Context: an optimization exercise on an open-source flow, tuned for small area and a short achievable clock period. The choices shown serve that exercise and are no tape-out recipe. Where RTL was checked, it was by simulation tests only, not by an equivalence proof against the original. Function not checked in run 2: the RTL went through the layout flow alone. Power figures rest on the tool's default switching activity, not on a simulated workload.

==> design/flow/config.mk <==
export PLATFORM = sky130hd
export DESIGN_NAME = plic
export DESIGN_NICKNAME = plic
export VERILOG_FILES = /design/flow/design.v
export SDC_FILE = /design/flow/constraint.sdc
export NUM_CORES = 4
export LEC_CHECK = 0
export CAP_MARGIN = 30
export CORE_MARGIN = 2
export CORE_UTILIZATION = 35
export SLEW_MARGIN = 30
==> design/flow/constraint.sdc <==
create_clock -name core_clock -period 95.0 [get_ports {clk}]
set_input_delay 19.0000 -clock core_clock [delete_from_list [all_inputs] [get_ports {clk}]]
set_output_delay 19.0000 -clock core_clock [all_outputs]
set_load 0.01 [all_outputs]
==> design/flow/run.sh <==
#!/bin/bash
# synth_recipe.tcl (not shown) runs the flow's synth.tcl, then flattens the netlist and writes it again
# the make line also repeats each setting of config.mk as NAME=value (left out here)
make -C /OpenROAD-flow-scripts/flow DESIGN_CONFIG=/design/flow/config.mk WORK_HOME=/design/flow/orfs CLKGATE_MAP_FILE= SYNTH_SCRIPT=/design/flow/synth_recipe.tcl finish
==> design/flow/design.v <==
module plic (
    input             clk,
    input             rst,           
    input             req_valid,
    input             req_write,
    input      [21:0] req_addr,      
    input      [31:0] req_wdata,
    output reg        rsp_valid,
    output reg [31:0] rsp_rdata,
    input      [63:0] irq,
    output     [1:0]  eip
);
    reg [2:0]  prio [1:63];
    reg [63:1] ie0, ie1;
    reg [2:0]  thr0, thr1;
    reg [63:1] sa;    
    reg [63:1] sb;    
    wire aligned   = (req_addr[1:0] == 2'b00);
    wire is_prio   = aligned && (req_addr[21:8] == 14'd0);
    wire is_ie     = aligned && (req_addr[21:8] == 14'h20) && (req_addr[6:3] == 4'd0);
    wire ie_ctx    = req_addr[7];
    wire ie_word   = req_addr[2];
    wire is_ctxreg = aligned && (req_addr[21:13] == 9'h100) && (req_addr[11:3] == 9'd0);
    wire ctx_sel   = req_addr[12];
    wire is_thr    = is_ctxreg && !req_addr[2];
    wire is_claim  = is_ctxreg &&  req_addr[2];
    wire do_read  = req_valid && !req_write;
    wire do_write = req_valid &&  req_write;
    wire [63:1] pend = ~sa & sb;
    wire [63:1] p2, p1, p0;
    genvar g;
    generate
        for (g = 1; g < 64; g = g + 1) begin : pbits
            assign p2[g] = prio[g][2];
            assign p1[g] = prio[g][1];
            assign p0[g] = prio[g][0];
        end
    endgenerate
    wire [5:0] id0, id1;
    wire       el0, el1;
    plic_arb arb0 (.cand(pend & ie0), .p2(p2), .p1(p1), .p0(p0), .thr(thr0), .elig(el0), .id(id0));
    plic_arb arb1 (.cand(pend & ie1), .p2(p2), .p1(p1), .p0(p0), .thr(thr1), .elig(el1), .id(id1));
    assign eip = {el1, el0};
    wire [5:0] claim_id = ctx_sel ? id1 : id0;
    wire [5:0] idx = !is_ctxreg ? req_addr[7:2] : (req_write ? req_wdata[5:0] : claim_id);
    wire [63:1] dec;
    generate
        for (g = 1; g < 64; g = g + 1) begin : decs
            assign dec[g] = (idx == g);
        end
    endgenerate
    wire cl   = do_read  && is_claim;
    wire cp   = do_write && is_claim && (req_wdata[31:6] == 26'd0);
    wire cp0  = cp && !ctx_sel;
    wire cp1  = cp &&  ctx_sel;
    wire pw   = do_write && is_prio;
    reg [2:0] prio_rd;
    integer s;
    always @* begin
        prio_rd = 3'd0;
        for (s = 1; s < 64; s = s + 1)
            prio_rd = prio_rd | ({3{dec[s]}} & prio[s]);
    end
    wire [63:0] ie0x = {ie0, 1'b0};
    wire [63:0] ie1x = {ie1, 1'b0};
    wire [31:0] ie_rd = ie_ctx ? (ie_word ? ie1x[63:32] : ie1x[31:0])
                               : (ie_word ? ie0x[63:32] : ie0x[31:0]);
    wire [2:0]  thr_rd = ctx_sel ? thr1 : thr0;
    wire [31:0] rdata = ({32{is_prio}}  & {29'd0, prio_rd})
                      | ({32{is_ie}}    & ie_rd)
                      | ({32{is_thr}}   & {29'd0, thr_rd})
                      | ({32{is_claim}} & {26'd0, claim_id});
    always @(posedge clk) begin
        rsp_valid <= !rst && do_read;
        rsp_rdata <= rdata;
    end
    wire [31:0] wd = rst ? 32'd0 : req_wdata;
    always @(posedge clk) begin
        if (rst || (do_write && is_ie && !ie_ctx && !ie_word)) ie0[31:1]  <= wd[31:1];
        if (rst || (do_write && is_ie && !ie_ctx &&  ie_word)) ie0[63:32] <= wd;
        if (rst || (do_write && is_ie &&  ie_ctx && !ie_word)) ie1[31:1]  <= wd[31:1];
        if (rst || (do_write && is_ie &&  ie_ctx &&  ie_word)) ie1[63:32] <= wd;
        if (rst || (do_write && is_thr && !ctx_sel)) thr0 <= wd[2:0];
        if (rst || (do_write && is_thr &&  ctx_sel)) thr1 <= wd[2:0];
    end
    generate
        for (g = 1; g < 64; g = g + 1) begin : pregs
            always @(posedge clk)
                if (rst || (pw && dec[g])) prio[g] <= wd[2:0];
        end
    endgenerate
    generate
        for (g = 1; g < 64; g = g + 1) begin : srcs
            wire take = cl && dec[g];
            wire done = dec[g] && (sb[g] ? cp1 : cp0);
            always @(posedge clk) begin
                if (rst) begin
                    sa[g] <= 1'b0;
                    sb[g] <= 1'b0;
                end else if (take) begin
                    sa[g] <= 1'b1;
                    sb[g] <= ctx_sel;
                end else if (sa[g]) begin
                    if (done) begin
                        sa[g] <= 1'b0;
                        sb[g] <= 1'b0;
                    end
                end else begin
                    sb[g] <= sb[g] | irq[g];
                end
            end
        end
    endgenerate
endmodule
module plic_arb (
    input  [63:1] cand,
    input  [63:1] p2, p1, p0,
    input  [2:0]  thr,
    output        elig,
    output [5:0]  id
);
    wire        b2 = |(cand & p2);
    wire [63:1] m2 = cand & (p2 | {63{~b2}});
    wire        b1 = |(m2 & p1);
    wire [63:1] m1 = m2 & (p1 | {63{~b1}});
    wire        b0 = |(m1 & p0);
    wire [63:1] m0 = m1 & (p0 | {63{~b0}});
    assign elig = ({b2, b1, b0} > thr);
    wire [63:0] v0 = {m0, 1'b0};
    wire [31:0] v1; wire [31:0] i1;
    wire [15:0] v2; wire [31:0] i2;
    wire [7:0]  v3; wire [23:0] i3;
    wire [3:0]  v4; wire [15:0] i4;
    wire [1:0]  v5; wire [9:0]  i5;
    genvar n;
    generate
        for (n = 0; n < 32; n = n + 1) begin : l1
            assign v1[n] = v0[2*n] | v0[2*n+1];
            assign i1[n] = ~v0[2*n];
        end
        for (n = 0; n < 16; n = n + 1) begin : l2
            assign v2[n] = v1[2*n] | v1[2*n+1];
            assign i2[2*n+1:2*n] = v1[2*n] ? {1'b0, i1[2*n]} : {1'b1, i1[2*n+1]};
        end
        for (n = 0; n < 8; n = n + 1) begin : l3
            assign v3[n] = v2[2*n] | v2[2*n+1];
            assign i3[3*n+2:3*n] = v2[2*n] ? {1'b0, i2[4*n+1:4*n]} : {1'b1, i2[4*n+3:4*n+2]};
        end
        for (n = 0; n < 4; n = n + 1) begin : l4
            assign v4[n] = v3[2*n] | v3[2*n+1];
            assign i4[4*n+3:4*n] = v3[2*n] ? {1'b0, i3[6*n+2:6*n]} : {1'b1, i3[6*n+5:6*n+3]};
        end
        for (n = 0; n < 2; n = n + 1) begin : l5
            assign v5[n] = v4[2*n] | v4[2*n+1];
            assign i5[5*n+4:5*n] = v4[2*n] ? {1'b0, i4[8*n+3:8*n]} : {1'b1, i4[8*n+7:8*n+4]};
        end
    endgenerate
    wire [5:0] idx = v5[0] ? {1'b0, i5[4:0]} : {1'b1, i5[9:5]};
    assign id = elig ? idx : 6'd0;
endmodule
==> impl_metrics.ini, run 1 <==
[clocking]
cts_sinks = 480
cts-root-buf = clkbuf_16
hold_buffers = 0
cts_tree = done
clk_latency_ps = 680
clkTransAtPathRegs_ps = 60
cts_htree_levels = 2
cts-buffers-inserted = 55
post_cts_buffers = 0
cts_buffer_depth = 3
cts_resized = 0

[synthesis]
synth_xor_area_share_pct = 1.68
synth_edf_count = 321
yosysSeqAreaShare_pct = 39.1
yosys.area.top_type = edfxtp_1
syn-num-nets = 3681
synthFlopType = edfxtp_1
syn_inst = 3553
synthMuxAreaShare_pct = 2.60
syn_area_per_cell_sq_um = 9.24
synth_compound_gate_area_share_pct = 32.2
synthArstFlopShare_pct = 0
yosysTopAreaCellShare_pct = 29.4
synth_top_family_by_area = compound AO/OA/AOI/OAI gates
netlist_area_sq_mm = 0.0328
ys_types = 116
yosys_warnings = 2
synth_fa_ha_area_share_pct = 0.229
synth-seq-cells = 480
ys_top_cells_by_area = edfxtp_1, dfxtp_1, a21oi_1, o211ai_1, o21ai_0
synth-simple-area-share_pct = 18.6

[global_route]
grt_first_pass_wirelength_um = 331000
grt_use_total_pct = 52.8
grt_max_degree = 101
antenna_found_initial = 28
grt_pass1_vias = 33127
grt_overflow = 0

[placed_design]
portBuffers = 155
globalplace.congestion = 1.20
dp_hpwl_um = 205000

[die]
rows = 112
fp.dieH_um = 310
core_sq_mm = 0.0932
start_util_pct = 35.2
io_pins = 157
fp.dieW_um = 310
die-area_sq_mm = 0.0962

[min_path]
hold_end = sa[50]
whs_path_depth = 2
holdCritPathClass = reg2reg
min-delay-start = sa[50]

[critical_path]
r2r_end = rsp_rdata[1]
worstPathArrival_ps = 10000
crit_fanout = 50
start_kind = register
r2r_start = prio[33][2]
endpoint_kind = output port
reg2reg_slack_ps = 80550
worstSetupPathType = reg2out
crit_required_ps = 76000
r2r_cells = 30

[route]
routedWlPerCell_um = 52.0
drt_iter0_markers = 7418
vias_per_cell = 7.51
drc = 0
ant_nets = 0
wl_met2_um = 100000
routed_wl_um = 259000
drt-met1-wl_um = 93100
first_pass_iters = 9
vias = 37458
route.met3.wl_um = 39300
routed.top_layer = met5

[power_and_ir_drop]
p_leak_nw = 13.4
peakVddDrop_mv = 0.0156
p_per_area_mw_per_mm2 = 18.1

[timing]
fin_crit_ps = 29000
timing.fmax_mhz = 34.5
finalHoldViolations = 0
finalSetupViolCount = 0
max_slew_margin_pct = 16.9
fin_skew_ps = 25.5
fin_crit_sh_pct = 30.5
final_max_slew_viol_count = 0
tightest_slew_ps = 1210
rsz0062_at_grt = false
fin_hold_ws_ps = 497
tns_ps = 0

[outcome]
status = complete, no violations

[cells_and_area]
nNetsFinal = 3797
areaGrowthSynthToFinish_pct = 15.6
layout_commonest_cell = edfxtp_1
drive_above_1_share_pct = 10.5
mostFrequentLayoutCells = edfxtp_1, a21oi_1, nand2_1

[flow_run]
drv_cap = 0
-- logic make-up after synthesis --
logic type,after synthesis
and+or+nand+nor,1103
buffers and inverters,399
adders and majority gates,6
AOI/OAI and AO/OA,1456
DFF,480
muxes,46
xor gates and xnor gates,63
-- synth_stat cells (all sizes together), types with 61 or more instances --
cell type  number
a21o           75
a21oi         262
a22oi          61
and2           61
and3           75
buf           128
clkbuf        116
dfxtp         159
edfxtp        321
inv           154
nand2         217
nand3         106
nor2          218
nor2b          74
nor3           78
o2111ai        78
o211ai        131
o21ai         189
o21bai         74
-- where the power goes --
group / switching [mW] / internal (mW) / total (mW)
Combinational: 0.140 / 0.0485 / 0.189
Sequential: 0.0321 / 0.238 / 0.270
Clock: 0.0980 / 0.130 / 0.228
-- registers in the layout (all words and copies together) (netlist names) --
| name | cells |
|---|---|
| rsp_rdata | 32 |
| sb | 63 |
| prio | 189 |
| sa | 63 |
| rsp_valid | 1 |
| thr1 | 3 |
| thr0 | 3 |
| ie1 | 63 |
| ie0 | 63 |
-- worst max path at each step --
stage / start / endpoint
2_1_floorplan: prio[39][2] / eip[0]
3_3_place_gp: ie0[45] / eip[0]
3_5_place_dp: sa[45] / eip[0]
4_1_cts: sa[45] / eip[0]
5_1_grt: prio[33][2] / eip[1]
6_report: prio[33][2] / eip[1]
-- critical path, cell delays in order, from the launching register on --
cell	delay, ps
edfxtp_1	650
nand4b_1	640
nand4_1	400
nand3b_1	410
or4_4	840
nor2_8	140
buf_4	570
buf_4	570
o21ai_0	520
o2111ai_1	690
nor4_1	100
and4_2	310
buf_4	330
buf_4	350
a211oi_4	310
nand4_4	460
inv_2	170
buf_4	360
ha_1	210
inv_1	40
a21o_1	160
a21oi_1	170
a31oi_2	50
buf_4	200
clkdlybuf4s50_1	500
-- stage by stage --
| step | instances | power, mW | setup WS [ps] | utilization [%] | area (sq um) |
|---|---|---|---|---|---|
| 2_1_floorplan | 3553 | 0.338 | 71530 | - | 32800 |
| 3_3_place_gp | 4860 | 0.446 | 66940 | 38.5 | 35900 |
| 3_5_place_dp | 4863 | 0.444 | 67320 | 38.6 | 35900 |
| 4_1_cts | 4966 | 0.667 | 66600 | 40.6 | 37800 |
| 5_1_grt | 4974 | 0.687 | 66370 | 40.7 | 37900 |
| 6_report | 4988 | 0.687 | 66000 | 40.7 | 37900 |
-- metal layers --
layer,vias up,global-route usage (%)
met2,3511,70.8
met4,12,43.2
met1,18582,63.1
met5,-,0
li1,14439,-
met3,914,25.8
-- cell type report --
class | instances | area (sq um)
fillers | 9271 | 55300
repair buffers | 303 | 2690
clock buffers | 66 | 1440
diodes | 19 | 47.5
clock inverters | 37 | 429
well taps | 1254 | 1570
flip-flops and latches | 480 | 12800
inverters | 155 | 583
multi-input cells | 2674 | 18400
==> run 2, diff against run 1 <==
--- a/design/flow/design.v
+++ b/design/flow/design.v
@@ -8,3 +8,3 @@
     output reg        rsp_valid,
-    output reg [31:0] rsp_rdata,
+    output reg [31:0] rsp_rdata,   
     input      [63:0] irq,
@@ -44,14 +44,28 @@
     wire [5:0] claim_id = ctx_sel ? id1 : id0;
+    wire cl  = do_read  && is_claim;
+    wire cp  = do_write && is_claim && (req_wdata[31:6] == 26'd0);
+    wire pr  = do_read  && is_prio;
+    wire pw  = do_write && is_prio;
     wire [5:0] idx = !is_ctxreg ? req_addr[7:2] : (req_write ? req_wdata[5:0] : claim_id);
-    wire [63:1] dec;
+    wire       qop = cl || cp || pr;
+    wire [7:0] qh, ql, wh, wl;
+    generate
+        for (g = 0; g < 8; g = g + 1) begin : pre
+            assign qh[g] = rst || (qop && idx[5:3] == g);
+            assign ql[g] = rst || (idx[2:0] == g);
+            assign wh[g] = rst || (pw && req_addr[7:5] == g);
+            assign wl[g] = rst || (req_addr[4:2] == g);
+        end
+    endgenerate
+    wire [63:1] dq, dw;
     generate
         for (g = 1; g < 64; g = g + 1) begin : decs
-            assign dec[g] = (idx == g);
+            assign dq[g] = qh[g/8] && ql[g%8];
+            assign dw[g] = wh[g/8] && wl[g%8];
         end
     endgenerate
-    wire cl   = do_read  && is_claim;
-    wire cp   = do_write && is_claim && (req_wdata[31:6] == 26'd0);
-    wire cp0  = cp && !ctx_sel;
-    wire cp1  = cp &&  ctx_sel;
-    wire pw   = do_write && is_prio;
+    wire t_all = !rst && cl;                     
+    wire t0    = rst || (cl && !ctx_sel);         
+    wire c0    = rst || (cp && !ctx_sel);         
+    wire c1    = rst || (cp &&  ctx_sel);         
     reg [2:0] prio_rd;
@@ -61,16 +75,24 @@
         for (s = 1; s < 64; s = s + 1)
-            prio_rd = prio_rd | ({3{dec[s]}} & prio[s]);
+            prio_rd = prio_rd | ({3{dq[s]}} & prio[s]);
     end
-    wire [63:0] ie0x = {ie0, 1'b0};
-    wire [63:0] ie1x = {ie1, 1'b0};
-    wire [31:0] ie_rd = ie_ctx ? (ie_word ? ie1x[63:32] : ie1x[31:0])
-                               : (ie_word ? ie0x[63:32] : ie0x[31:0]);
-    wire [2:0]  thr_rd = ctx_sel ? thr1 : thr0;
-    wire [31:0] rdata = ({32{is_prio}}  & {29'd0, prio_rd})
-                      | ({32{is_ie}}    & ie_rd)
-                      | ({32{is_thr}}   & {29'd0, thr_rd})
-                      | ({32{is_claim}} & {26'd0, claim_id});
+    wire [2:0] thr_rd = ctx_sel ? thr1 : thr0;
+    wire [5:0] rd_lo  = ({6{is_prio}}  & {3'd0, prio_rd})
+                      | ({6{is_thr}}   & {3'd0, thr_rd})
+                      | ({6{is_claim}} & claim_id);
+    reg [5:0] r_lo;
+    reg [3:0] r_ie;    
     always @(posedge clk) begin
         rsp_valid <= !rst && do_read;
-        rsp_rdata <= rdata;
+        r_lo      <= rd_lo;
+        r_ie[0]   <= is_ie && !ie_ctx && !ie_word;
+        r_ie[1]   <= is_ie && !ie_ctx &&  ie_word;
+        r_ie[2]   <= is_ie &&  ie_ctx && !ie_word;
+        r_ie[3]   <= is_ie &&  ie_ctx &&  ie_word;
+    end
+    always @* begin
+        rsp_rdata = ({32{r_ie[0]}} & {ie0[31:1], 1'b0})
+                  | ({32{r_ie[1]}} & ie0[63:32])
+                  | ({32{r_ie[2]}} & {ie1[31:1], 1'b0})
+                  | ({32{r_ie[3]}} & ie1[63:32])
+                  | {26'd0, r_lo};
     end
@@ -88,3 +110,3 @@
             always @(posedge clk)
-                if (rst || (pw && dec[g])) prio[g] <= wd[2:0];
+                if (dw[g]) prio[g] <= wd[2:0];
         end
@@ -93,19 +115,6 @@
         for (g = 1; g < 64; g = g + 1) begin : srcs
-            wire take = cl && dec[g];
-            wire done = dec[g] && (sb[g] ? cp1 : cp0);
             always @(posedge clk) begin
-                if (rst) begin
-                    sa[g] <= 1'b0;
-                    sb[g] <= 1'b0;
-                end else if (take) begin
-                    sa[g] <= 1'b1;
-                    sb[g] <= ctx_sel;
-                end else if (sa[g]) begin
-                    if (done) begin
-                        sa[g] <= 1'b0;
-                        sb[g] <= 1'b0;
-                    end
-                end else begin
-                    sb[g] <= sb[g] | irq[g];
-                end
+                sa[g] <= (sa[g] && !(dq[g] && (sb[g] ? c1 : c0))) || (dq[g] && t_all);
+                sb[g] <= sa[g] ? (sb[g] && !(dq[g] && c1))
+                               : ((sb[g] || irq[g]) && !(dq[g] && t0));
             end
==> design/flow/flow/run.sh (new file) <==
#!/bin/bash
# Layout flow: the standard flow (standard.sh), with two changes:
#  * synthesis maps the logic with an area-oriented ABC script (flow/abc_area.script)
#    in place of ORFS's delay-oriented one; everything else in synthesis (register
#    mapping, flattening, renaming) is the standard flow's own script, unchanged;
#  * repair_timing aims at a setup margin (flow/margin.txt) so that the I/O paths
#    that set the achieved period are sized up.
# Each tool's output goes to a log file of its own here (and ORFS's logs under orfs/logs).
set -euo pipefail
W=$PWD
F=$W/flow
# The standard flow's synthesis, with the ABC script replaced
sed "s#^\( *\)log_cmd abc {\*}\$abc_args#\1set abc_args [lreplace \$abc_args 1 1 $F/abc_area.script]\n\1log_cmd abc {*}\$abc_args#" \
    "$FLOW_HOME/scripts/synth.tcl" > "$W/area_synth_core.tcl"
grep -q "abc_area.script" "$W/area_synth_core.tcl"
sed "s#source \$::env(SCRIPTS_DIR)/synth.tcl#source $W/area_synth_core.tcl#" synth_recipe.tcl > "$W/area_synth.tcl"
grep -q "area_synth_core.tcl" "$W/area_synth.tcl"
MARGIN=$(cat "$F/margin.txt" 2>/dev/null || echo "")
sed "s#SYNTH_SCRIPT=[^ ]*#SYNTH_SCRIPT=$W/area_synth.tcl#" standard.sh > "$W/area_standard.sh"
if [[ -n "$MARGIN" ]]; then
  sed -i "s#CLKGATE_MAP_FILE= #CLKGATE_MAP_FILE= SETUP_SLACK_MARGIN=$MARGIN #" "$W/area_standard.sh"
fi
bash "$W/area_standard.sh" > "$W/flow_make.log" 2>&1
==> design/flow/flow/abc_area.script (new file) <==
strash
dch -f
amap
topo
==> design/flow/flow/margin.txt (new file) <==
73
==> design/flow/standard.sh (new file) <==
#!/bin/bash
# synth_recipe.tcl (not shown) runs the flow's synth.tcl, then flattens the netlist and writes it again
# the make line also repeats each setting of config.mk as NAME=value (left out here)
make -C /OpenROAD-flow-scripts/flow DESIGN_CONFIG=/design/flow/config.mk WORK_HOME=/design/flow/orfs CLKGATE_MAP_FILE= SYNTH_SCRIPT=/design/flow/synth_recipe.tcl "${@:-finish}"
removed: design/flow/run.sh
==> run 2 against run 1 <==
  * Still clean
  * Flip-flop and latch count decreased by 22
  * Register-to-register slack got worse by 3700 ps
  * Clock skew decreased by 3.5 ps
  * Routed wire length decreased by 51%
  * Synthesized cell count decreased by 21%
  * Largest cell class unchanged
==> impl_metrics.ini, run 2 <==
[synthesis]
synth.most_common_cell = clkinv_1
synthFlopType = edfxtp_1
syn-num-nets = 2941
yosys_warnings = 2
synth_edf_count = 321
synthArstFlopShare_pct = 0
yosysSeqAreaShare_pct = 49.7
yosysTopAreaCellShare_pct = 38.7
synth-seq-cells = 458
syn_area_per_cell_sq_um = 8.85
synth_common_cells = clkinv_1, o21ai_0, nor2_1, edfxtp_1, a21oi_1
ys_top_cells_by_area = edfxtp_1, dfxtp_1, o21ai_0, clkinv_1, nor2_1
netlist_area_sq_mm = 0.0249
ys_types = 50
yosys.area.top_type = edfxtp_1
syn_inst = 2813

[die]
rows = 97
fp.dieW_um = 271
core_sq_mm = 0.0703
start_util_pct = 35.4
io_pins = 157
die-area_sq_mm = 0.0733
fp.dieH_um = 271

[global_route]
grt_pass1_vias = 24297
grt_overflow = 0
busiest_layer = met2
grt_max_degree = 70
grt_first_pass_wirelength_um = 176000
antenna_found_initial = 5
met1_usage_pct = 46.1
grtUsageMet2_pct = 48.1
met3_usage_pct = 8.29
grt_use_total_pct = 33.4

[route]
routed_wl_um = 128000
ant_nets = 0
drt_iter0_markers = 4357
drc = 0
first_pass_iters = 9
vias = 27077
routedWlPerCell_um = 30.8
vias_per_cell = 6.50

[cells_and_area]
nNetsFinal = 3304
drive_above_1_share_pct = 19.4
register_area_sq_mm = 0.0124
fillers = 6694
final_util_pct = 47.4
mostFrequentLayoutCells = clkinv_1, nor2_1, edfxtp_1
top_register = prio
largest_reg_flops = 189
multiInputGateArea_sq_mm = 0.0129
layout_commonest_cell = clkinv_1
areaGrowthSynthToFinish_pct = 33.6
fin_cells = 4165

[critical_path]
crit_fanout = 8
worstSetupPathType = in2reg
r2r_cells = 103
critical_path.slowest_cell = a32oi_4
start_kind = input pin
setup.worst_path.start = req_addr[6]
endpoint_kind = register
crit_required_ps = 95490
endpoint = r_lo[2]
worstPathArrival_ps = 28580
r2r_end = r_lo[2]
reg2reg_slack_ps = 76890
cp_common_cell = o21ai_1
r2r_start = ie0[61]
max_stage_delay_ps = 310

[timing]
fin_skew_ps = 22.1
timing.fmax_mhz = 35.6
worst_slack_ps = 66910
fin_crit_ps = 28090
rsz0062_at_grt = true
final_max_slew_viol_count = 0
fin_crit_sh_pct = 29.6
finalSetupViolCount = 0
finalHoldViolations = 0
tightest_slew_ps = 1120
max_slew_margin_pct = 25.2
tns_ps = 0

[flow_run]
drv_cap = 0

[clocking]
clk_latency_ps = 620
cts-root-buf = clkbuf_16
cts-buffers-inserted = 51
cts_tree = done
cts_sinks = 458
clkTransAtPathRegs_ps = 70
cts_buffer_depth = 3
hold_buffers = 0
cts_htree_levels = 2

[placed_design]
pre_cts_ws_ps = 63320
dp_hpwl_um = 89900
portBuffers = 155
globalplace.congestion = 1.09
dp_cells = 3953

[power_and_ir_drop]
peakVddDrop_mv = 0.0170
p_leak_nw = 11.0
p_per_area_mw_per_mm2 = 16.9

[min_path]
min-delay-start = sa[6]
holdCritPathClass = reg2reg

[outcome]
status = complete, no violations
==> run 2: critical path, delay by kind of cell <==
family	cells	cell delay, ps
AO/OA/AOI/OAI	53	7240
AND/OR/NAND/NOR	12	1670
buffers and inverters	5	670
==> run 2: kinds of logic after synthesis <==
kind of cell	Yosys count	share of synthesized area (%)
buffers and inverters	440	6.66
and+or+nand+nor	713	13.4
DFF	458	49.7
AOI/OAI and AO/OA	1196	29.9
adders and majority gates	6	0.302
==> run 2: stage by stage <==
step           power (mW)  hold slack (ps)  area (sq um)
4_1_cts             0.553              445         32400
5_1_grt             0.577              461         33300
6_report            0.563              448         33300
3_5_place_dp        0.344              455         28400
2_1_floorplan       0.294              431         25200
3_3_place_gp        0.343              445         28400
==> run 2: worst min path at each step <==
| stage | cells past startpoint | slack (ps) | end |
|---|---|---|---|
| 6_report | 1 | 450 | sb[6] |
| 5_1_grt | 1 | 460 | sb[6] |
| 4_1_cts | 1 | 440 | sb[6] |
| 3_5_place_dp | 1 | 460 | sb[8] |
| 3_3_place_gp | 1 | 450 | sb[6] |
| 2_1_floorplan | 1 | 430 | sb[6] |
==> run 2: power breakdown <==
part | switching, mW | leakage, nW | internal [mW] | total, mW
Sequential | 0.0161 | 4.06 | 0.229 | 0.245
Clock | 0.0877 | 0.808 | 0.113 | 0.201
Combinational | 0.0787 | 6.08 | 0.0385 | 0.117
==> run 2: timing repair <==
action / 4_1_cts / 5_1_grt
setup endpoints to repair: 222 / 172
buffers inserted: 70 / 23
pin swaps: 109 / 65
cloned: 14 / 3
gates resized for setup: 505 / 202
==> run 2: routing by layer <==
layer  vias to the layer above  wire, um
met5                         -        11
met4                         2      8980
met3                       450     16800
met2                      2105     52100
met1                     13002     50500
li1                      11518         -
==> run 2: layout make-up <==
| class | instances | area share [%] |
|---|---|---|
| Antenna cell | 6 | 0.0451 |
| Timing Repair inverter | 6 | 0.346 |
| Multi-Input combinational cell | 1915 | 38.9 |
| Tap cell | 940 | 3.53 |
| Sequential cell | 458 | 37.3 |
| Inverter | 438 | 5.55 |
| Clock buffer | 62 | 4.08 |
| Timing Repair Buffer | 306 | 9.43 |
| Clock inverter | 34 | 0.891 |
==> run 3, diff against run 2 <==
--- a/design/flow/design.v
+++ b/design/flow/design.v
@@ -42,5 +42,15 @@
     plic_arb arb1 (.cand(pend & ie1), .p2(p2), .p1(p1), .p0(p0), .thr(thr1), .elig(el1), .id(id1));
-    assign eip = {el1, el0};
+    function maj(input a, input b, input c);
+        maj = (a & b) | (a & c) | (b & c);
+    endfunction
+    wire [63:1] gt0, gt1;
+    generate
+        for (g = 1; g < 64; g = g + 1) begin : gts
+            assign gt0[g] = maj(prio[g][2], ~thr0[2], maj(prio[g][1], ~thr0[1], prio[g][0] & ~thr0[0]));
+            assign gt1[g] = maj(prio[g][2], ~thr1[2], maj(prio[g][1], ~thr1[1], prio[g][0] & ~thr1[0]));
+        end
+    endgenerate
+    assign eip = {|(pend & ie1 & gt1), |(pend & ie0 & gt0)};
     wire [5:0] claim_id = ctx_sel ? id1 : id0;
-    wire cl  = do_read  && is_claim;
+    wire cl  = do_read  && is_claim;    
     wire cp  = do_write && is_claim && (req_wdata[31:6] == 26'd0);
@@ -48,18 +58,21 @@
     wire pw  = do_write && is_prio;
-    wire [5:0] idx = !is_ctxreg ? req_addr[7:2] : (req_write ? req_wdata[5:0] : claim_id);
-    wire       qop = cl || cp || pr;
-    wire [7:0] qh, ql, wh, wl;
+    wire [7:0] rh, rl, wh, ch, cl8, ph, pl;
     generate
         for (g = 0; g < 8; g = g + 1) begin : pre
-            assign qh[g] = rst || (qop && idx[5:3] == g);
-            assign ql[g] = rst || (idx[2:0] == g);
-            assign wh[g] = rst || (pw && req_addr[7:5] == g);
-            assign wl[g] = rst || (req_addr[4:2] == g);
+            assign rh[g]  = (req_addr[7:5] == g);
+            assign rl[g]  = (req_addr[4:2] == g);
+            assign wh[g]  = rst || (pw && req_addr[7:5] == g);
+            assign ch[g]  = rst || (claim_id[5:3] == g);
+            assign cl8[g] = rst || (claim_id[2:0] == g);
+            assign ph[g]  = rst || (req_wdata[5:3] == g);
+            assign pl[g]  = rst || (req_wdata[2:0] == g);
         end
     endgenerate
-    wire [63:1] dq, dw;
+    wire [63:1] dr, dw, dc, dp;
     generate
         for (g = 1; g < 64; g = g + 1) begin : decs
-            assign dq[g] = qh[g/8] && ql[g%8];
-            assign dw[g] = wh[g/8] && wl[g%8];
+            assign dr[g] = rh[g/8] && rl[g%8];
+            assign dw[g] = wh[g/8] && (rst || rl[g%8]);
+            assign dc[g] = ch[g/8] && cl8[g%8];
+            assign dp[g] = ph[g/8] && pl[g%8];
         end
@@ -70,9 +83,3 @@
     wire c1    = rst || (cp &&  ctx_sel);         
-    reg [2:0] prio_rd;
-    integer s;
-    always @* begin
-        prio_rd = 3'd0;
-        for (s = 1; s < 64; s = s + 1)
-            prio_rd = prio_rd | ({3{dq[s]}} & prio[s]);
-    end
+    wire [2:0] prio_rd = {|(dr & p2), |(dr & p1), |(dr & p0)};
     wire [2:0] thr_rd = ctx_sel ? thr1 : thr0;
@@ -116,5 +123,5 @@
             always @(posedge clk) begin
-                sa[g] <= (sa[g] && !(dq[g] && (sb[g] ? c1 : c0))) || (dq[g] && t_all);
-                sb[g] <= sa[g] ? (sb[g] && !(dq[g] && c1))
-                               : ((sb[g] || irq[g]) && !(dq[g] && t0));
+                sa[g] <= (sa[g] && !(dp[g] && (sb[g] ? c1 : c0))) || (dc[g] && t_all);
+                sb[g] <= sa[g] ? (sb[g] && !(dp[g] && c1))
+                               : ((sb[g] || irq[g]) && !(dc[g] && t0));
             end
==> design/flow/flow/run.sh (replaced) <==
#!/bin/bash
# Layout flow: the standard flow (standard.sh) with these changes:
#  * synthesis maps the logic with an area-oriented ABC script (flow/abc_area.script)
#    in place of ORFS's delay-oriented one; everything else in synthesis (register
#    mapping, flattening, renaming) is the standard flow's own script, unchanged;
#  * extra make variables from flow/make_args.txt (one NAME=value per line): a setup
#    margin for repair_timing, so that the I/O paths that set the achieved period
#    get sized up, and the smallest buffer cell for the port buffers.
# make's output goes to flow_make.log here; ORFS's per-step logs are under orfs/logs.
set -euo pipefail
W=$PWD
F=$W/flow
sed "s#^\( *\)log_cmd abc {\*}\$abc_args#\1set abc_args [lreplace \$abc_args 1 1 $F/abc_area.script]\n\1log_cmd abc {*}\$abc_args#" \
    "$FLOW_HOME/scripts/synth.tcl" > "$W/area_synth_core.tcl"
grep -q "abc_area.script" "$W/area_synth_core.tcl"
sed "s#source \$::env(SCRIPTS_DIR)/synth.tcl#source $W/area_synth_core.tcl#" synth_recipe.tcl > "$W/area_synth.tcl"
grep -q "area_synth_core.tcl" "$W/area_synth.tcl"
EXTRA=""
while IFS= read -r line; do
  [[ -z "$line" ]] && continue
  EXTRA+=" '$line'"
done < "$F/make_args.txt"
sed -e "s#SYNTH_SCRIPT=[^ ]*#SYNTH_SCRIPT=$W/area_synth.tcl#" \
    -e "s#\"\${@:-finish}\"#$EXTRA \"\${@:-finish}\"#" standard.sh > "$W/area_standard.sh"
grep -q "area_synth.tcl" "$W/area_standard.sh"
bash "$W/area_standard.sh" > "$W/flow_make.log" 2>&1
==> design/flow/flow/make_args.txt (new file) <==
SETUP_SLACK_MARGIN=73
BUFFER_PORTS_ARGS=-buffer_cell sky130_fd_sc_hd__buf_1
--- a/design/flow/config.mk
+++ b/design/flow/config.mk
@@ -9,3 +9,4 @@
 export CORE_MARGIN = 2
-export CORE_UTILIZATION = 35
+export CORE_UTILIZATION = 65
+export CTS_BUF_LIST = sky130_fd_sc_hd__clkbuf_4 sky130_fd_sc_hd__clkbuf_8
 export SLEW_MARGIN = 30
removed: design/flow/flow/margin.txt
==> run 3 against run 2 <==
  * The run now fails in global routing (5_1_grt)
  * Synthesized cell count increased by 23%
  * Area after synthesis increased by 16%
==> impl_metrics.ini, run 3 <==
[outcome]
stop_error = [ERROR GRT-0116] Global routing finished with congestion. Check the congestion regions in the DRC Viewer.
status = did not finish
lastStage = global routing (5_1_grt)

[synthesis]
ys_top_cells_by_area = edfxtp_1, dfxtp_1, o22ai_1, nor2_1, o221ai_1
synth_common_cells = nor2_1, clkinv_1, edfxtp_1, o22ai_1, o21ai_0
synth-seq-cells = 458
yosysTopAreaCellShare_pct = 33.5
syn_area_per_cell_sq_um = 8.30
netlist_area_sq_mm = 0.0288
yosys.area.top_type = edfxtp_1
yosys_warnings = 2
synth_edf_count = 321
synthFlopType = edfxtp_1
syn-num-nets = 3594
synth.most_common_cell = nor2_1
yosysSeqAreaShare_pct = 43.0
synthArstFlopShare_pct = 0
syn_inst = 3466
ys_types = 50

[placed_design]
dp_cells = 4273
portBuffers = 155
dp_hpwl_um = 110000
globalplace.congestion = 1.55
dpl_cell_area_sq_mm = 0.0309

[clocking]
cts_buffer_depth = 3
cts-root-buf = clkbuf_8
hold_buffers = 0
cts_sinks = 458
cts-buffers-inserted = 77
cts_htree_levels = 3

[global_route]
grt_use_total_pct = 79.8
grt_overflow = 339
grt_first_pass_wirelength_um = 268000
grt_max_degree = 97
grt_pass1_vias = 37895

[die]
fp.dieH_um = 214
rows = 77
fp.dieW_um = 214
start_util_pct = 65.5
io_pins = 157
==> run 3: cell types whose count changed after synthesis, sizes merged, moves of 88 or more <==
cell    delta
nand2    +172
o21ai    -170
o221ai   +162
o22ai    +139
nor2     +106
or2       +88
==> run 3: per-layer routing <==
metal  GRT overflow  track usage, %
met1             32            82.2
met2            180            91.6
met3             20            69.2
met4            104            73.9
met5              3            43.2
==> run 3: worst max-delay path by stage <==
stage                        from  endpoint  slack [ps]
after floorplan           thr0[1]    eip[0]       71980
after detailed placement  thr0[2]    eip[0]       71660
after global placement    thr0[2]    eip[0]       71560
after CTS                 thr0[1]    eip[0]       71810
==> run 3: power groups by stage <==
stage          Clock, mW  Combinational, mW  Sequential [mW]
3_3_place_gp           0              0.152            0.254
4_1_cts            0.184              0.169            0.251
3_5_place_dp           0              0.157            0.254
2_1_floorplan          0             0.0911            0.248
==> run 3: metrics by stage <==
stage / power [mW] / setup slack, ps / utilization [%] / hold slack (ps)
floorplan: 0.339 / 71980 / - / 452
global placement: 0.406 / 71560 / 70.1 / 459
detailed placement: 0.411 / 71660 / 70.3 / 473
CTS: 0.604 / 71810 / 76.6 / 484
==> run 3: cell families after synthesis <==
logic type	synth area share, %
AO/OA/AOI/OAI	30.5
AND/OR/NAND/NOR	21.0
flip-flops	43.0
buffers and inverters	5.28
adder cells (fa/ha/maj)	0.261
==> run 3: timing repair <==
item | in CTS
pin swaps | 12
cloned | 19
gates resized for setup | 95
endpoints found under the setup margin | 98
buffers inserted | 33
==> run 4, diff against run 3 <==
--- a/design/flow/flow/run.sh
+++ b/design/flow/flow/run.sh
@@ -12,3 +12,6 @@
 F=$W/flow
-sed "s#^\( *\)log_cmd abc {\*}\$abc_args#\1set abc_args [lreplace \$abc_args 1 1 $F/abc_area.script]\n\1log_cmd abc {*}\$abc_args#" \
+# cells kept out of ABC's mapping (flow/abc_dont_use.txt): the slow non-inverting gates
+DU=""
+while IFS= read -r c; do [[ -n "$c" ]] && DU+=" -dont_use $c"; done < "$F/abc_dont_use.txt"
+sed "s#^\( *\)log_cmd abc {\*}\$abc_args#\1set abc_args [lreplace \$abc_args 1 1 $F/abc_area.script]\n\1lappend abc_args $DU\n\1log_cmd abc {*}\$abc_args#" \
     "$FLOW_HOME/scripts/synth.tcl" > "$W/area_synth_core.tcl"
==> design/flow/flow/abc_dont_use.txt (new file) <==
sky130_fd_sc_hd__or4*
sky130_fd_sc_hd__and4*
sky130_fd_sc_hd__or3*
sky130_fd_sc_hd__and3*
sky130_fd_sc_hd__or2*
sky130_fd_sc_hd__and2*
sky130_fd_sc_hd__a*o_*
sky130_fd_sc_hd__o*a_*
--- a/design/flow/config.mk
+++ b/design/flow/config.mk
@@ -9,4 +9,6 @@
 export CORE_MARGIN = 2
-export CORE_UTILIZATION = 65
-export CTS_BUF_LIST = sky130_fd_sc_hd__clkbuf_4 sky130_fd_sc_hd__clkbuf_8
+export CORE_UTILIZATION = 50
+export CTS_BUF_LIST = sky130_fd_sc_hd__clkbuf_8 sky130_fd_sc_hd__clkbuf_16
+export CTS_CLUSTER_DIAMETER = 100
+export CTS_CLUSTER_SIZE = 30
 export SLEW_MARGIN = 30
==> run 4 against run 3 <==
  * Now clean on timing, DRC and antenna
  * Synthesized cell count shrank 3.6%
  * Area after synthesis fell by 1.3%
==> impl_metrics.ini, run 4 <==
[outcome]
status = complete, no violations

[synthesis]
syn_inst = 3342
synthFlopType = edfxtp_1
ys_types = 34
yosysSeqAreaShare_pct = 43.6
yosys_warnings = 2
synthArstFlopShare_pct = 0
syn-num-nets = 3470
synth.most_common_cell = clkinv_1
ys_top_cells_by_area = edfxtp_1, dfxtp_1, o22ai_1, clkinv_1, nor2_1
synth_edf_count = 321
syn_area_per_cell_sq_um = 8.50
yosys.area.top_type = edfxtp_1
synth_common_cells = clkinv_1, nor2_1, o22ai_1, edfxtp_1, o21ai_0
yosysTopAreaCellShare_pct = 33.9
synth-seq-cells = 458
netlist_area_sq_mm = 0.0284

[critical_path]
start_kind = register
worstSetupPathType = reg2out
worstPathArrival_ps = 3810
r2r_start = sa[12]
crit_fanout = 5
crit_required_ps = 76000
setup.worst_path.start = thr1[1]
endpoint_kind = output port

[power_and_ir_drop]
p_sw_mw = 0.276
p_per_area_mw_per_mm2 = 18.5
clkPwrFrac_pct = 22.2
switching_share_pct = 44.3
intPower_mw = 0.347
p_leak_nw = 10.4
power_frac_comb_pct = 37.9
p_seq_share_pct = 39.9
peakVddDrop_mv = 0.0195

[timing]
timing.fmax_mhz = 43.8
max_slew_margin_pct = 19.4
fin_hold_ws_ps = 462
tightest_slew_ps = 1200
rsz0062_at_grt = true
fin_skew_ps = 50.3
finalHoldViolations = 0
fin_crit_ps = 22810
final_max_slew_viol_count = 0
tns_ps = 0
finalSetupViolCount = 0
fin_crit_sh_pct = 24.0

[die]
rows = 87
fp.dieH_um = 242
fp.dieW_um = 242
start_util_pct = 50.5
die-area_sq_mm = 0.0587
core_sq_mm = 0.0563
io_pins = 157

[route]
routedWlPerCell_um = 40.9
drc = 0
vias_per_cell = 8.20
first_pass_iters = 13
routed_wl_um = 182000
drt_iter0_markers = 8434
vias = 36381
ant_nets = 0

[clocking]
cts_htree_levels = 1
clkTransAtPathRegs_ps = 120
cts-buffers-inserted = 25
cts_sinks = 458
cts-root-buf = clkbuf_16
cts_buffer_depth = 3
hold_buffers = 0
cts_tree = done
clk_latency_ps = 690

[min_path]
min-delay-start = sa[61]
holdCritPathClass = reg2reg

[global_route]
grt_overflow = 0
grt_max_degree = 70
antenna_found_initial = 11
grt_use_total_pct = 58.8
grt_first_pass_wirelength_um = 245000
grt_pass1_vias = 32905

[cells_and_area]
multiInputGateArea_sq_mm = 0.0153
top_register = prio
mostFrequentLayoutCells = clkinv_1, nor2_1, o22ai_1
register_area_sq_mm = 0.0124
areaGrowthSynthToFinish_pct = 18.9
fillers = 4791
largest_reg_flops = 189
layout_commonest_cell = clkinv_1
drive_above_1_share_pct = 8.64
nNetsFinal = 3788

[flow_run]
drv_cap = 0

[placed_design]
portBuffers = 155
globalplace.congestion = 1.17
dp_hpwl_um = 124000
## run 4: changes by cell type after synthesis, moves of 33 or more
cell,previous run,this run
clkinv_1,405,494
o221ai_1,187,108
o22ai_1,321,388
nor3_1,79,192
or2_0,123,0
a21oi_1,235,159
or4_1,50,0
nand2_1,220,57
o32ai_1,5,189
nor2_1,484,451
o21ai_0,258,204
## run 4: worst max-delay path, cell delays in order, from the launching register on
cell       delay, ps
edfxtp_1         450
buf_6            160
buf_16           120
buf_12           120
a211oi_1          80
a21oi_1          180
nor2_2           170
a2111oi_4        730
o2111ai_4        340
nor4_4           480
clkinv_1         120
buf_2            160
## run 4: cell type report
cell class              count  share of cell area, %
well taps                 756                   2.80
inverters                 494                   5.83
flip-flops and latches    458                   36.7
repair buffers            291                   6.76
multi-input cells        2390                   45.2
clock inverters            21                  0.841
diodes                      4                 0.0297
clock buffers              25                   1.85
## run 4: final timing paths
check | end | slack [ps] | cells after the start
min reg2reg | sb[61] | 460 | 1
min | sb[61] | 460 | 1
max reg2reg | sb[36] | 78670 | 44
max | eip[1] | 72190 | 11
## run 4: cells by family (layout without fill, tap and decap cells)
| logic type | count (synthesis) | after routing | share of synthesized area [%] |
|---|---|---|---|
| AOI/OAI and AO/OA | 1317 | 1317 | 31.7 |
| and+or+nand+nor | 1067 | 1067 | 17.9 |
| buffers and inverters | 494 | 831 | 6.53 |
| DFF | 458 | 458 | 43.6 |
| adders and majority gates | 6 | 6 | 0.264 |
| other | 0 | 4 | 0 |
## run 4: metrics by stage
stage	util (%)	total power [mW]	setup slack [ps]	instances	instance area, sq um
floorplan	-	0.347	71580	3342	28400
global placement	55.0	0.436	70930	4344	30900
detailed placement	55.4	0.444	71120	4346	31200
CTS	59.6	0.592	72530	4432	33500
global route	60.0	0.623	72270	4436	33700
finish	60.0	0.623	72190	4439	33800
## run 4: power groups by stage
stage / registers [mW] / clock network (mW) / logic (mW)
6_report: 0.249 / 0.138 / 0.236
5_1_grt: 0.250 / 0.142 / 0.231
4_1_cts: 0.247 / 0.135 / 0.209
3_5_place_dp: 0.252 / 0 / 0.192
3_3_place_gp: 0.250 / 0 / 0.186
2_1_floorplan: 0.249 / 0 / 0.0979
## run 4: routing by layer
layer | vias to the layer above | share of wire, % | wire length [um] | GRT usage (%)
met4 | 16 | 12 | 21900 | 47.5
met1 | 16695 | 31 | 57000 | 68.8
met3 | 1331 | 19 | 35200 | 30.3
met5 | - | 0.13 | 234 | 0
li1 | 14121 | - | - | -
met2 | 4218 | 37 | 67300 | 79.9
## run 4: what timing repair did
| item | in CTS | in global routing |
|---|---|---|
| endpoints found under the setup margin | 128 | 107 |
| gates cloned | 14 | 1 |
| resized for setup | 160 | 15 |
| buffers inserted | 26 | 1 |
| pin swaps | 16 | 3 |
==> run 5, diff against run 4 <==
==> design/flow/flow/make_args.txt (replaced) <==
SETUP_SLACK_MARGIN=72.5
BUFFER_PORTS_ARGS=-buffer_cell sky130_fd_sc_hd__buf_1
--- a/design/flow/config.mk
+++ b/design/flow/config.mk
@@ -7,5 +7,5 @@
 export LEC_CHECK = 0
-export CAP_MARGIN = 30
+export CAP_MARGIN = 20
 export CORE_MARGIN = 2
-export CORE_UTILIZATION = 50
+export CORE_UTILIZATION = 42
 export CTS_BUF_LIST = sky130_fd_sc_hd__clkbuf_8 sky130_fd_sc_hd__clkbuf_16
@@ -13,2 +13,2 @@
 export CTS_CLUSTER_SIZE = 30
-export SLEW_MARGIN = 30
+export SLEW_MARGIN = 20
==> run 5 against run 4 <==
  * Sequential power about the same
  * Total power increased by 0.54%
  * Clock skew decreased by 20 ps
  * Setup slack improved by 43 ps
  * Critical path depth increased by 1
  * Register-to-register slack improved by 380 ps
  * Count of clock-buffer cells in the layout increased by 4
  * Clock power increased by 9%
  * Flip-flop and latch count unchanged
  * Critical endpoint unchanged
  * Highest routed layer unchanged
==> impl_metrics.ini, run 5 <==
[global_route]
grt_first_pass_wirelength_um = 244000
grt_pass1_vias = 30941
grt_max_degree = 70
grt_overflow = 0
antenna_found_initial = 8
grt_use_total_pct = 49.7

[critical_path]
reg2reg_slack_ps = 79050
worstPathArrival_ps = 3770
crit_fanout = 27
r2r_end = sb[28]
r2r_start = sa[12]
endpoint = eip[1]
start_kind = register
setup.worst_path.start = thr1[2]
crit_required_ps = 76000
r2r_cells = 44
endpoint_kind = output port
worstSetupPathType = reg2out

[die]
rows = 95
fp.dieW_um = 264
io_pins = 157
fp.dieH_um = 264
start_util_pct = 42.4
die-area_sq_mm = 0.0697
core_sq_mm = 0.0670

[route]
routedWlPerCell_um = 39.4
drt_iter0_markers = 6644
vias = 34561
drc = 0
first_pass_iters = 10
ant_nets = 0
vias_per_cell = 7.55
routed_wl_um = 180000

[cells_and_area]
areaGrowthSynthToFinish_pct = 18.9
mostFrequentLayoutCells = clkinv_1, nor2_1, o22ai_1
fin_cells = 4575
layout_commonest_cell = clkinv_1
largest_reg_flops = 189
drive_above_1_share_pct = 9.00
nNetsFinal = 3805
top_register = prio
fillers = 6582

[flow_run]
drv_cap = 0

[min_path]
min-delay-start = sa[24]
holdCritPathClass = reg2reg

[synthesis]
yosysTopAreaCellShare_pct = 33.9
syn-num-nets = 3470
synth-seq-cells = 458
synthArstFlopShare_pct = 0
syn_inst = 3342
syn_area_per_cell_sq_um = 8.50
yosys_warnings = 2
yosysSeqAreaShare_pct = 43.6
synth.most_common_cell = clkinv_1
synth_common_cells = clkinv_1, nor2_1, o22ai_1, edfxtp_1, o21ai_0
ys_top_cells_by_area = edfxtp_1, dfxtp_1, o22ai_1, clkinv_1, nor2_1
synth_edf_count = 321
netlist_area_sq_mm = 0.0284
yosys.area.top_type = edfxtp_1
synthFlopType = edfxtp_1
ys_types = 34

[timing]
tightest_slew_ps = 1330
max_slew_margin_pct = 10.4
fin_crit_sh_pct = 24.0
tns_ps = 0
worst_slack_ps = 72230
finalHoldViolations = 0
fin_crit_ps = 22770
rsz0062_at_grt = true
timing.fmax_mhz = 43.9
final_max_slew_viol_count = 0
fin_hold_ws_ps = 462
finalSetupViolCount = 0
fin_skew_ps = 30.8

[power_and_ir_drop]
power_frac_comb_pct = 36.4
clkPwrFrac_pct = 23.9
p_leak_nw = 10.3
p_per_area_mw_per_mm2 = 18.6
intPower_mw = 0.357
p_seq_share_pct = 39.7
peakVddDrop_mv = 0.0173
switching_share_pct = 43.1
p_sw_mw = 0.270

[clocking]
cts_tree = done
cts_buffer_depth = 3
clkTransAtPathRegs_ps = 120
cts_sinks = 458
clk_latency_ps = 660
cts_htree_levels = 1
hold_buffers = 0
cts-buffers-inserted = 28
cts-root-buf = clkbuf_16

[placed_design]
dp_hpwl_um = 131000
portBuffers = 155
globalplace.congestion = 1.11
dp_cells = 4491
pre_cts_ws_ps = 71430

[outcome]
status = complete, no violations
run 5: cell counts after synthesis:
No cell type changed its count.
run 5: metal layers:
layer  share of wire (%)  vias up  track usage (%)
li1                    -    14152                -
met3                  15      753             17.9
met1                  37    16613             65.4
met5               0.030        -                0
met4                 9.8        8             35.5
met2                  38     3035             67.0
run 5: per-stage QoR:
stage,area (sq um),utilization [%],power [mW]
3_5_place_dp,31300,46.7,0.447
2_1_floorplan,28400,-,0.347
5_1_grt,33800,50.4,0.635
6_report,33800,50.4,0.627
3_3_place_gp,31300,46.7,0.447
4_1_cts,33400,49.8,0.606
run 5: worst max-delay path, stage by stage (launching register included):
cell        delay, ps
edfxtp_1          400
buf_12            170
clkinvlp_4        140
buf_12            190
o221ai_1          200
nor2_1            140
a2111oi_4         450
nand4_1           230
nor2_1            170
nand4_1           230
nor4_4            540
inv_2              50
buf_1             130
run 5: timing repair:
item / 4_1_cts / 5_1_grt
setup buffers: 15 / 3
pin swaps: 12 / 12
resized for setup: 125 / 46
cloned: 8 / 3
endpoints found under the hold margin: 0 / 0
setup endpoints to repair: 39 / 39
run 5: final cells by class:
| type | count | area, sq um | share of cell area (%) |
|---|---|---|---|
| Antenna cell | 4 | 10.0 | 0.0296 |
| Clock buffer | 29 | 726 | 2.15 |
| Clock inverter | 22 | 343 | 1.02 |
| Inverter | 494 | 1920 | 5.70 |
| Multi-Input combinational cell | 2390 | 15000 | 44.5 |
| Sequential cell | 458 | 12400 | 36.7 |
| Tap cell | 873 | 1090 | 3.23 |
| Timing Repair Buffer | 305 | 2250 | 6.67 |
run 5: worst min-delay path by stage:
stage / to / slack [ps] / depth (start not counted)
floorplan: sb[10] / 430 / 1
global placement: sb[20] / 440 / 1
detailed placement: sb[24] / 440 / 1
CTS: sb[33] / 460 / 1
global route: sb[15] / 470 / 1
finish: sb[24] / 460 / 1
run 5: cell families (layout without fill, tap and decap cells):
family / after synthesis / after routing / synth area share (%)
AOI/OAI and AO/OA: 1317 / 1317 / 31.7
adders and majority gates: 6 / 6 / 0.264
other: 0 / 4 / 0
DFF: 458 / 458 / 43.6
buffers and inverters: 494 / 850 / 6.53
and+or+nand+nor: 1067 / 1067 / 17.9
run 5: power by group through the flow:
| stage | sequential (mW) | clock, mW | combinational [mW] |
|---|---|---|---|
| after floorplan | 0.249 | 0 | 0.0978 |
| after detailed placement | 0.252 | 0 | 0.195 |
| final | 0.249 | 0.150 | 0.228 |
| after CTS | 0.248 | 0.151 | 0.207 |
| after global placement | 0.252 | 0 | 0.196 |
| after global routing | 0.251 | 0.156 | 0.229 |
==> run 6, diff against run 5 <==
--- a/design/flow/config.mk
+++ b/design/flow/config.mk
@@ -9,6 +9,6 @@
 export CORE_MARGIN = 2
-export CORE_UTILIZATION = 42
+export CORE_UTILIZATION = 35
 export CTS_BUF_LIST = sky130_fd_sc_hd__clkbuf_8 sky130_fd_sc_hd__clkbuf_16
-export CTS_CLUSTER_DIAMETER = 100
-export CTS_CLUSTER_SIZE = 30
+export CTS_CLUSTER_DIAMETER = 60
+export CTS_CLUSTER_SIZE = 20
 export SLEW_MARGIN = 20
==> run 6 against run 5 <==
  * Total power rose by 10%
  * Cell count rose by 4.7%
  * Register-to-register slack improved by 410 ps
  * Clock skew fell by 4.7 ps
  * Non-clock buffer count fell by 9
  * Sequential share of layout area fell by 1.2 points
  * Count of clock-buffer cells in the layout rose by 22
  * Clock power rose by 41%
  * Final area rose by 3.4%
  * Synthesized cell count did not move
  * Combinational power barely moved
  * First-iteration DRC count fell by 3.3%
  * Critical path type unchanged
  * Largest cell class unchanged
==> impl_metrics.ini, run 6 <==
[clocking]
cts-buffers-inserted = 47
cts_htree_levels = 2
hold_buffers = 0
cts_tree = done
clk_latency_ps = 640
cts_buffer_depth = 3
clkTransAtPathRegs_ps = 80
cts_sinks = 458
cts-root-buf = clkbuf_16

[route]
ant_nets = 0
drc = 0
vias = 34477
drt_iter0_markers = 6425
routed_wl_um = 184000
vias_per_cell = 7.19
routedWlPerCell_um = 38.4
first_pass_iters = 8

[global_route]
antenna_found_initial = 15
grt_overflow = 0
grt_use_total_pct = 42.7
grt_first_pass_wirelength_um = 248000
grt_pass1_vias = 30913
grt_max_degree = 70

[synthesis]
synth-seq-cells = 458
yosys.area.top_type = edfxtp_1
syn_inst = 3342
syn-num-nets = 3470
synthFlopType = edfxtp_1
synthArstFlopShare_pct = 0
yosysTopAreaCellShare_pct = 33.9
ys_top_cells_by_area = edfxtp_1, dfxtp_1, o22ai_1, clkinv_1, nor2_1
synth_edf_count = 321
synth_common_cells = clkinv_1, nor2_1, o22ai_1, edfxtp_1, o21ai_0
synth.most_common_cell = clkinv_1
syn_area_per_cell_sq_um = 8.50
yosysSeqAreaShare_pct = 43.6
ys_types = 34
yosys_warnings = 2
netlist_area_sq_mm = 0.0284

[critical_path]
reg2reg_slack_ps = 79460
critical_path.slowest_cell = nor3_1
crit_buf_inv = 4
start_kind = register
crit_fanout = 4
cp_common_cell = clkinv_1
path_cells = clkinv_1 -> nand3_1 -> o22ai_1 -> nor3_1 -> nand4_1 -> clkinv_1 -> a31oi_1 -> nor4_4 -> inv_2 -> buf_1
worstPathArrival_ps = 3650
r2r_start = sa[12]
r2r_end = sb[40]
max_stage_delay_ps = 630
worstSetupPathType = reg2out
r2r_cells = 44
crit_required_ps = 76000
cp_top_family = simple AND/OR/NAND/NOR gates
endpoint_kind = output port

[timing]
timing.fmax_mhz = 44.2
worst_slack_ps = 72360
final_max_slew_viol_count = 0
finalHoldViolations = 0
max_slew_margin_pct = 13.7
tightest_slew_ps = 1280
rsz0062_at_grt = true
fin_skew_ps = 26.1
tns_ps = 0
finalSetupViolCount = 0
fin_crit_sh_pct = 23.8
fin_crit_ps = 22640

[placed_design]
globalplace.congestion = 1.11
portBuffers = 155
dpl_cell_area_sq_mm = 0.0314
dp_hpwl_um = 133000
pre_cts_ws_ps = 71360
dp_cells = 4657

[die]
core_sq_mm = 0.0804
rows = 104
fp.dieW_um = 289
io_pins = 157
fp.dieH_um = 289
start_util_pct = 35.3
die-area_sq_mm = 0.0834

[cells_and_area]
layout_commonest_cell = clkinv_1
drive_above_1_share_pct = 10.1
areaGrowthSynthToFinish_pct = 22.9
largest_reg_flops = 189
nNetsFinal = 3816
stdcell_area_sq_mm = 0.0349
top_register = prio
mostFrequentLayoutCells = clkinv_1, nor2_1, o22ai_1
fin_cells = 4792

[min_path]
min-delay-start = sa[25]
hold_end = sb[25]
whs_path_depth = 1
holdCritPathClass = reg2reg

[power_and_ir_drop]
design_power_total_mw = 0.691
p_leak_nw = 10.7
p_per_area_mw_per_mm2 = 19.8
peakVddDrop_mv = 0.0151

[flow_run]
drv_cap = 0

[outcome]
status = complete, no violations
run 6: cell counts after synthesis:
No cell type changed its count.
run 6: what timing repair did:
action,4_1_cts,5_1_grt
gates cloned,10,0
endpoints found under the setup margin,65,65
resized for setup,140,58
pin swaps,18,20
setup buffers,19,10
run 6: worst max-delay path by stage:
stage / slack [ps] / endpoint / start / depth (start not counted)
after floorplan: 71580 / eip[1] / thr1[1] / 9
after global placement: 71290 / eip[1] / thr1[1] / 12
after detailed placement: 71360 / eip[1] / thr1[1] / 12
after CTS: 72430 / eip[0] / thr0[1] / 13
after global routing: 72430 / eip[0] / thr0[1] / 14
final: 72360 / eip[1] / sa[13] / 10
run 6: per-stage QoR:
step | utilization (%) | hold WS, ps
after floorplan | - | 431
after CTS | 42.8 | 448
final | 43.4 | 446
after global placement | 39.1 | 436
after detailed placement | 39.1 | 445
after global routing | 43.4 | 468
run 6: worst register-to-register path: cells and delay by family (launching register included):
| kind | cells | cell delay (ps) |
|---|---|---|
| compound gates | 14 | 5910 |
| flops | 1 | 330 |
| buf+inv | 12 | 4810 |
| simple gates | 18 | 4390 |
run 6: cell type report:
cell class	count	area [sq um]
Tap cell	1060	1330
Timing Repair inverter	1	16.3
Clock buffer	51	1250
Antenna cell	5	12.5
Sequential cell	458	12400
Multi-Input combinational cell	2390	15300
Timing Repair Buffer	296	2140
Fill cell	8060	45500
Inverter	494	1930
Clock inverter	37	509
run 6: logic make-up (layout without fill, tap and decap cells):
kind of cell / count (synthesis) / after routing / share of synthesized area (%)
adders and majority gates: 6 / 6 / 0.264
DFF: 458 / 458 / 43.6
other: 0 / 5 / 0
AOI/OAI and AO/OA: 1317 / 1317 / 31.7
and+or+nand+nor: 1067 / 1067 / 17.9
buffers and inverters: 494 / 879 / 6.53
run 6: routing by layer:
layer  vias to the layer above  GRT usage [%]  wire length, um
li1                      14213              -                -
met1                     16640           56.4            69300
met2                      2956           58.7            71400
met3                       660           13.2            25900
met4                         8           30.8            17200
met5                         -              0               48
run 6: report_power, final:
part	leakage [nW]	internal (mW)	total, mW	switching [mW]
clock network	0.870	0.115	0.211	0.0963
registers	4.07	0.232	0.249	0.0174
logic	5.79	0.0613	0.231	0.170
==> run 7, diff against run 6 <==
--- a/design/flow/config.mk
+++ b/design/flow/config.mk
@@ -7,3 +7,3 @@
 export LEC_CHECK = 0
-export CAP_MARGIN = 20
+export CAP_MARGIN = 10
 export CORE_MARGIN = 2
@@ -13,2 +13,2 @@
 export CTS_CLUSTER_SIZE = 20
-export SLEW_MARGIN = 20
+export SLEW_MARGIN = 10
==> run 7 against run 6 <==
  * Clock power is 2% lower
  * Maximum frequency grew 0.15%
  * Core utilization fell by 0.42 points
  * Setup slack better by 34 ps
  * Largest cell class unchanged
  * Cell count is 0.15% lower
  * Now fails the layout checks on max-capacitance violations, max-slew violations
  * Flip-flop and latch count did not move
  * Global-route usage is 0.26 points lower
==> impl_metrics.ini, run 7 <==
[critical_path]
path_cells = clkinv_1 -> nor3_1 -> clkinv_1 -> nor2_1 -> nor4_1 -> nor3b_1 -> a31oi_1 -> nor4_4 -> inv_2 -> buf_1
max_stage_delay_ps = 790
start_kind = register
crit_fanout = 4
crit_required_ps = 76000
cp_common_cell = clkinv_1
critical_path.slowest_cell = nor3_1
endpoint_kind = output port
worstSetupPathType = reg2out
worstPathArrival_ps = 3610

[power_and_ir_drop]
peakVddDrop_mv = 0.0159
p_per_area_mw_per_mm2 = 19.8
design_power_total_mw = 0.684
p_leak_nw = 10.6

[synthesis]
ys_top_cells_by_area = edfxtp_1, dfxtp_1, o22ai_1, clkinv_1, nor2_1
yosysTopAreaCellShare_pct = 33.9
syn_inst = 3342
yosys.area.top_type = edfxtp_1
yosys_warnings = 2
synth.most_common_cell = clkinv_1
synth_edf_count = 321
syn_area_per_cell_sq_um = 8.50
synthArstFlopShare_pct = 0
synthFlopType = edfxtp_1
ys_types = 34
yosysSeqAreaShare_pct = 43.6
netlist_area_sq_mm = 0.0284
syn-num-nets = 3470
synth_common_cells = clkinv_1, nor2_1, o22ai_1, edfxtp_1, o21ai_0
synth-seq-cells = 458

[timing]
final_max_slew_viol_count = 2
fin_skew_ps = 36.1
fin_crit_sh_pct = 23.8
rsz0062_at_grt = true
fin_crit_ps = 22610
max_slew_margin_pct = -10.2
timing.fmax_mhz = 44.2
tns_ps = 0
tightest_slew_ps = 1640
finalSetupViolCount = 0
finalHoldViolations = 0

[route]
vias_per_cell = 7.20
vias = 34472
ant_nets = 0
first_pass_iters = 7
drc = 0
drt_iter0_markers = 6398
routed_wl_um = 183000
routedWlPerCell_um = 38.2

[placed_design]
dp_hpwl_um = 133000
globalplace.congestion = 1.11
portBuffers = 155

[cells_and_area]
layout_commonest_cell = clkinv_1
nNetsFinal = 3806
drive_above_1_share_pct = 9.69
fillers = 8144
areaGrowthSynthToFinish_pct = 21.8
mostFrequentLayoutCells = clkinv_1, nor2_1, o22ai_1
register_area_sq_mm = 0.0124
top_register = prio
final_util_pct = 43.0
multiInputGateArea_sq_mm = 0.0152
largest_reg_flops = 189

[die]
start_util_pct = 35.3
fp.dieH_um = 289
core_sq_mm = 0.0804
fp.dieW_um = 289
rows = 104
die-area_sq_mm = 0.0834
io_pins = 157

[clocking]
cts-root-buf = clkbuf_16
cts_htree_levels = 2
hold_buffers = 0
cts_sinks = 458
cts-buffers-inserted = 47
cts_buffer_depth = 3
clkTransAtPathRegs_ps = 80
cts_tree = done
clk_latency_ps = 640

[global_route]
grt_first_pass_wirelength_um = 246000
grt_pass1_vias = 30682
antenna_found_initial = 15
grt_overflow = 0
grt_use_total_pct = 42.4
grt_max_degree = 70

[flow_run]
drv_cap = 1

[outcome]
status = complete, but fails checks
violations = max-capacitance violations, max-slew violations

[min_path]
holdCritPathClass = reg2reg
## run 7: critical path, delay by kind of cell, from the launching register on
kind                   cells  cell delay, ps
AO/OA/AOI/OAI              1             450
buffers and inverters      4             630
flip-flops                 1             410
AND/OR/NAND/NOR            5            1480
## run 7: layout make-up
type	instances	share of cell area (%)
clock inverters	37	1.38
diodes	8	0.0579
flip-flops and latches	458	35.8
well taps	1060	3.84
repair inverters	1	0.0470
multi-input cells	2390	43.9
clock buffers	51	3.66
repair buffers	286	5.70
inverters	494	5.58
## run 7: worst paths after layout
check                             from     end  slack, ps  depth (start not counted)
worst max-delay path            sb[62]  eip[1]      72390                         10
worst min register to register  sa[25]  sb[25]        440                          1
worst max register to register  sa[12]  sb[58]      79330                         44
worst min-delay path            sa[25]  sb[25]        440                          1
## run 7: kinds of logic (layout without fill, tap and decap cells)
logic type      after synthesis  after routing  share of synthesized area [%]
flops                       458            458                           43.6
simple gates               1067           1067                           17.9
buf+inv                     494            869                           6.53
fa+ha+maj                     6              6                          0.264
compound gates             1317           1317                           31.7
other cells                   0              8                              0
## run 7: report_power, final
part / leakage, nW / internal, mW / total, mW / switching, mW
Combinational: 5.68 / 0.0594 / 0.227 / 0.168
Sequential: 4.07 / 0.232 / 0.249 / 0.0175
Clock: 0.843 / 0.109 / 0.207 / 0.0984
## run 7: per-layer routing
metal | part of all wire, % | track usage, %
met1 | 38 | 55.9
met2 | 39 | 58.0
met3 | 14 | 13.4
met4 | 9.4 | 31.3
met5 | 0.045 | 0
## run 7: metrics by stage
stage | setup slack, ps | std cells | area (sq um) | hold WS [ps]
after floorplan | 71580 | 3342 | 28400 | 431
after global routing | 72410 | 4777 | 34600 | 467
final | 72390 | 4785 | 34600 | 442
after detailed placement | 71370 | 4657 | 31400 | 445
after global placement | 71290 | 4657 | 31400 | 436
after CTS | 72450 | 4777 | 34400 | 446
## run 7: repair_timing
| item | in CTS | in global routing |
|---|---|---|
| pin swaps | 20 | 9 |
| setup buffers | 24 | 0 |
| resized for setup | 148 | 43 |
| cloned | 8 | 0 |
| endpoints found under the hold margin | 0 | 0 |
| setup endpoints to repair | 65 | 66 |

re-timing with driven ports:
Ports are ideal in the flow. The routed layouts listed here were re-timed in OpenROAD. Step 1 assumes that a clkbuf_16 drives the clock port and a buf_2 every other input. Step 2 times the ports against the registers' clock, not the clock port: input delays grow and output delays shrink by t, the midpoint of the rising clock arrivals with the driver on. a / b / c = no drivers / after step 1 / after step 2; a / b = the first two.
run | shift t [ns] | setup WS [ns] | worst data-port slew with drivers (ns) | pins driven straight from the clock port
run 1 | 0.750 | 65.997 / 65.918 / 66.668 | 0.10 | 1
run 2 | 0.675 | 66.914 / 66.937 / 66.262 | 0.07 | 1
run 4 | 0.730 | 72.190 / 72.123 / 72.257 | 0.07 | 1
run 5 | 0.725 | 72.233 / 72.155 / 71.996 | 0.08 | 1
run 6 | 0.698 | 72.355 / 72.279 / 71.975 | 0.06 | 1
run 7 | 0.685 | 72.389 / 72.323 / 71.908 | 0.06 | 1
For run 2, which loses most, drivers alone change the setup slack by +0.023 ns; drivers and shift together by -0.652 ns.
